This is an optimization exercise on Yosys and OpenROAD, whose aim is small area, not a production implementation.
Only simulation tests tie the RTL to the original design; equivalence was not proved.

==> module gbr_engine, before the edit <==
module gbr_engine (
    input  wire        clk,
    input  wire        rst,
    input  wire        start,
    input  wire [23:0] resume_lin,
    input  wire [8:0]  resume_bank,
    output wire        busy,
    output wire        done,
    output wire [2:0]  err_code,
    output wire [1:0]  err_ctx,
    output wire [2:0]  variant,
    output wire        out_valid,
    output reg  [7:0]  out_data,
    output wire [8:0]  out_bank,
    output wire [15:0] addr,
    output wire        rd_n,
    output wire        wr_n,
    output wire        cs_n,
    output wire        rst_n,
    output wire        xfer_req,
    output wire [23:0] xfer_tx,
    input  wire        xfer_ack,
    input  wire        xfer_fail,
    input  wire [7:0]  xfer_rdata
);
    localparam [2:0] P_IDLE = 3'd0, P_INIT = 3'd1, P_H0 = 3'd2, P_H1 = 3'd3,
                     P_CHK  = 3'd4, P_RD   = 3'd5, P_BS1 = 3'd6, P_BS2 = 3'd7;
    reg  [2:0]  ph;
    reg         dn;          
    reg         fail;        
    reg         dir;         
    reg  [4:0]  c;           
    reg  [23:0] lin;
    reg         cy;          
    reg  [8:0]  bank;
    reg  [2:0]  vr;          
    reg  [3:0]  zr;          
    wire [1:0] st   = c[4:3];
    wire       t7   = &c[2:0];
    wire       s0   = (st == 2'd0);
    wire       s2   = (st == 2'd2);
    wire       s3   = (st == 2'd3);
    wire       last = s3 & t7;
    wire isinit = (ph == P_INIT);
    wire iswr   = ph[2] & ph[1];
    wire isbus  = ph[1] | (ph[2] & ph[0]);
    wire v_rom  = (vr == 3'd1);
    wire v_mbc1 = (vr == 3'd2);
    wire v_mbc2 = (vr == 3'd3);
    wire v_mbc5 = (vr == 3'd5);
    wire req_dir  = (isbus | isinit) & s0 & t7 & (dir == iswr);
    wire req_gpio = isbus & s2 & t7;
    wire req_ioc  = isinit & last & ~fail;
    assign xfer_req = req_dir | req_gpio | req_ioc;
    wire hold = xfer_req & ~xfer_ack;
    wire ackf = xfer_ack & xfer_fail;
    assign rd_n  = ~(isbus & ~iswr & (st == 2'd1 | s2));
    assign cs_n  = ~(isbus & (s2 | (s3 & ~t7)));
    assign wr_n  = ~(iswr & s3 & (c[2:0] == 3'd1) & ~fail);
    assign rst_n = 1'b1;
    assign busy = (ph != P_IDLE) & ~dn;
    assign done = dn;
    wire zbad    = zr[3] & (zr[2] | zr[1] | zr[0]);
    wire hdr_err = zbad | (vr == 3'd0);
    assign err_code = fail ? 3'd1 : hdr_err ? (zbad ? 3'd4 : 3'd3) : 3'd0;
    assign err_ctx  = fail ? {ph[2], ph[2] ? (ph[0] & ~ph[1]) : ph[1]}
                           : {1'b0, hdr_err};
    assign variant  = (ph[2] & ~zbad) ? vr : 3'd0;
    assign out_valid = (ph == P_RD) & last & ~fail;
    assign out_bank  = bank;
    wire       hi = |lin[23:14];
    wire [15:0] waddr = (ph[0] == 1'b0) ? (v_mbc2 ? 16'h2100 : 16'h2000)
                                        : (v_mbc1 ? 16'h4000 : 16'h3000);
    wire [15:0] haddr = (ph[1] & ph[0]) ? 16'h0148 : 16'h0147;
    assign addr = iswr ? waddr : (ph[2] ? {1'b0, hi, lin[13:0]} : haddr);
    wire [7:0] wv1 = v_mbc1 ? {3'b000, bank[4:0]} :
                     v_mbc2 ? {4'b0000, bank[3:0]} : bank[7:0];
    wire [7:0] wv2 = v_mbc1 ? {6'b000000, bank[6:5]} : {7'b0000000, bank[8]};
    wire [7:0] wv  = ph[0] ? wv2 : wv1;
    wire [7:0] tx_lo = s3 ? 8'h20 :
                       s0 ? (iswr ? 8'h00 : 8'hFF) :
                            (iswr ? wv : 8'h00);
    assign xfer_tx = {7'b0100000, s2 & ~iswr,
                      4'b0000, s2, s3, 1'b0, st[1],
                      tx_lo};
    wire [3:0] zeff = v_rom ? 4'd0 : zr;
    reg        in_range;
    integer    k;
    always @(*) begin
        in_range = ~lin[23];
        for (k = 0; k < 8; k = k + 1)
            if (k >= zeff) in_range = in_range & ~lin[15 + k];
    end
    wire trigger = ~v_rom & hi & (lin[13:0] == 14'd0);
    reg [8:0] nb;
    always @(*) begin
        nb[7:0] = bank[7:0] + 8'd1;
        if (v_mbc1 && nb[4:0] == 5'd0 && !nb[7] && (nb[6] | nb[5]))
            nb[0] = 1'b1;
        nb[8] = bank[8] ^ (v_mbc5 & (&bank[7:0]));
    end
    wire [3:0] zin = (|out_data[7:4]) ? 4'hF : out_data[3:0];
    reg  [2:0] vdec;
    always @(*) begin
        case (out_data)
            8'h00:                                    vdec = 3'd1;
            8'h01, 8'h02, 8'h03:                      vdec = 3'd2;
            8'h05, 8'h06:                             vdec = 3'd3;
            8'h0F, 8'h10, 8'h11, 8'h12, 8'h13:        vdec = 3'd4;
            8'h19, 8'h1A, 8'h1B, 8'h1C, 8'h1D, 8'h1E: vdec = 3'd5;
            default:                                  vdec = 3'd0;
        endcase
    end
    wire rot = (ph == P_CHK) & (st == 2'd0);
    wire chk = (ph == P_CHK) & (st == 2'd1);
    wire endc = last & ~hold;
    always @(posedge clk) begin
        if (!hold)
            c <= (c + 5'd1) | {5{ackf & ~s2}};
        if (xfer_ack) begin
            if (xfer_fail) fail <= 1'b1;
            if (s0) dir <= ~iswr;
            if (s2) out_data <= xfer_rdata;
            if (s0 & isinit & ~xfer_fail) ph <= P_H0;
        end
        if (rot)
            lin <= {lin[2:0] + {2'b00, cy}, lin[23:3]};
        cy <= rot ? (cy & (&lin[2:0])) : (ph == P_RD);
        if (chk) begin
            c[3] <= 1'b0;
            if (hdr_err | ~in_range)
                dn <= 1'b1;
            else if (trigger) begin
                bank <= nb;
                ph   <= P_BS1;
            end else
                ph <= P_RD;
        end
        if (endc && ph != P_IDLE) begin
            if (fail)
                dn <= 1'b1;
            else case (ph)
                P_H0: begin
                    vr <= vdec;
                    ph <= P_H1;
                end
                P_H1: begin
                    zr   <= zin;
                    lin  <= resume_lin;
                    bank <= v_mbc5 ? resume_bank :
                            v_rom  ? 9'd0 : {1'b0, resume_bank[7:0]};
                    ph   <= P_CHK;
                end
                P_RD: ph <= P_CHK;
                P_BS1: ph <= (v_mbc1 | v_mbc5) ? P_BS2 : P_RD;
                P_BS2: ph <= P_RD;
                default: ;
            endcase
        end
        if (dn) begin
            dn <= 1'b0;
            ph <= P_IDLE;
        end
        if ((ph == P_IDLE || dn) && start) begin
            ph   <= P_INIT;
            fail <= 1'b0;
            dir  <= 1'b0;
            c    <= 5'h1F;
        end
        if (rst) begin
            ph <= P_IDLE;
            dn <= 1'b0;
        end
    end
endmodule
clock: 10.0 ns
lec_check: 0
cap_margin: 20
core_margin: 2
core_utilization: 70
place_density: 0.8
slew_margin: 20
standard.sh (not shown) runs the stock make flow with config.mk's settings and CLKGATE_MAP_FILE= SYNTH_SCRIPT=/design/flow/synth_recipe.tcl, a recipe that flattens the netlist after the stock synthesis.
==> flow/flow/run.sh <==
#!/bin/bash
# Standard ORFS layout (the standard.sh, standard synthesis) with:
# - port buffers of the smallest buffer cell (every port still gets one),
# - one tie cell per constant level instead of one per port,
# - a clock tree of clkbuf_4 cells without dummy balancing loads.
set -euo pipefail
export BUFFER_PORTS_ARGS="-buffer_cell sky130_fd_sc_hd__buf_1"
export SKIP_REPAIR_TIE_FANOUT=1
export CTS_ARGS="-sink_clustering_enable -repair_clock_nets -dont_use_dummy_load -buf_list sky130_fd_sc_hd__clkbuf_4 -root_buf sky130_fd_sc_hd__clkbuf_4 -sink_clustering_size 20 -sink_clustering_max_diameter 100"
bash standard.sh > standard_flow.log 2>&1
Then changed:
--- a/flow/design.v
+++ b/flow/design.v
@@ -25,13 +25,12 @@
 );
     localparam [2:0] P_IDLE = 3'd0, P_INIT = 3'd1, P_H0 = 3'd2, P_H1 = 3'd3,
                      P_CHK  = 3'd4, P_RD   = 3'd5, P_BS1 = 3'd6, P_BS2 = 3'd7;
     reg  [2:0]  ph;
     reg         dn;          
     reg         fail;        
-    reg         dir;         
     reg  [4:0]  c;           
     reg  [23:0] lin;
     reg         cy;          
     reg  [8:0]  bank;
     reg  [2:0]  vr;          
     reg  [3:0]  zr;          
@@ -45,13 +44,13 @@
     wire iswr   = ph[2] & ph[1];
     wire isbus  = ph[1] | (ph[2] & ph[0]);
     wire v_rom  = (vr == 3'd1);
     wire v_mbc1 = (vr == 3'd2);
     wire v_mbc2 = (vr == 3'd3);
     wire v_mbc5 = (vr == 3'd5);
-    wire req_dir  = (isbus | isinit) & s0 & t7 & (dir == iswr);
+    wire req_dir  = s0 & t7 & (isinit | (ph == P_BS1) | ((ph == P_RD) & cy));
     wire req_gpio = isbus & s2 & t7;
     wire req_ioc  = isinit & last & ~fail;
     assign xfer_req = req_dir | req_gpio | req_ioc;
     wire hold = xfer_req & ~xfer_ack;
     wire ackf = xfer_ack & xfer_fail;
     assign rd_n  = ~(isbus & ~iswr & (st == 2'd1 | s2));
@@ -116,21 +115,22 @@
     wire endc = last & ~hold;
     always @(posedge clk) begin
         if (!hold)
             c <= (c + 5'd1) | {5{ackf & ~s2}};
         if (xfer_ack) begin
             if (xfer_fail) fail <= 1'b1;
-            if (s0) dir <= ~iswr;
-            if (s2) out_data <= xfer_rdata;
+            out_data <= xfer_rdata;
             if (s0 & isinit & ~xfer_fail) ph <= P_H0;
         end
         if (rot)
             lin <= {lin[2:0] + {2'b00, cy}, lin[23:3]};
-        cy <= rot ? (cy & (&lin[2:0])) : (ph == P_RD);
+        if (rot)
+            cy <= cy & (&lin[2:0]);
         if (chk) begin
             c[3] <= 1'b0;
+            cy   <= trigger;
             if (hdr_err | ~in_range)
                 dn <= 1'b1;
             else if (trigger) begin
                 bank <= nb;
                 ph   <= P_BS1;
             end else
@@ -144,30 +144,33 @@
                     vr <= vdec;
                     ph <= P_H1;
                 end
                 P_H1: begin
                     zr   <= zin;
                     lin  <= resume_lin;
+                    cy   <= 1'b0;
                     bank <= v_mbc5 ? resume_bank :
                             v_rom  ? 9'd0 : {1'b0, resume_bank[7:0]};
                     ph   <= P_CHK;
                 end
-                P_RD: ph <= P_CHK;
+                P_RD: begin
+                    cy <= 1'b1;
+                    ph <= P_CHK;
+                end
                 P_BS1: ph <= (v_mbc1 | v_mbc5) ? P_BS2 : P_RD;
                 P_BS2: ph <= P_RD;
                 default: ;
             endcase
         end
         if (dn) begin
             dn <= 1'b0;
             ph <= P_IDLE;
         end
         if ((ph == P_IDLE || dn) && start) begin
             ph   <= P_INIT;
             fail <= 1'b0;
-            dir  <= 1'b0;
             c    <= 5'h1F;
         end
         if (rst) begin
             ph <= P_IDLE;
             dn <= 1'b0;
         end
After rerunning:
- critical path depth increases by 1
- synthesized cell count came out lower by a few percent
- routed wire length is higher by a few percent
- sequential share of layout area came out lower by 0.41 points
- die area is about the same
- global-route usage increases by 1.1 points
- first-iteration DRC count goes down slightly
- design area barely changes
- worst setup slack gets better by 0.091 ns
- maximum frequency goes up by a few percent

==> port drivers added, routing unchanged <==
The flow's constraints put no driver on any port. The routed layouts listed below were extracted and timed again, unchanged, in two steps. Step 1: set_driving_cell puts a clkbuf_16 on clk and a buf_2 on each other input, an assumption about the parent block. Step 2 adds t to the input delays and takes it off the output delays; t is the mean of the earliest and latest rising clock arrival at the registers after step 1. Input paths then give back, and output paths get back, about the clock's delay inside the block. Slacks: no drivers / after step 1 / after step 2; pairs: no drivers / after step 1.
| run | t, ns | slack for setup (ns) | slew at the worst register clock pin (ns) | pins driven straight from the clock port |
|---|---|---|---|---|
| the first run | 0.429 | 5.496 / 5.470 / 5.900 | 0.11 / 0.11 | 1 |
| the second run | 0.415 | 5.586 / 5.557 / 5.898 | 0.10 / 0.10 | 1 |
After both steps every run listed still meets setup and hold.
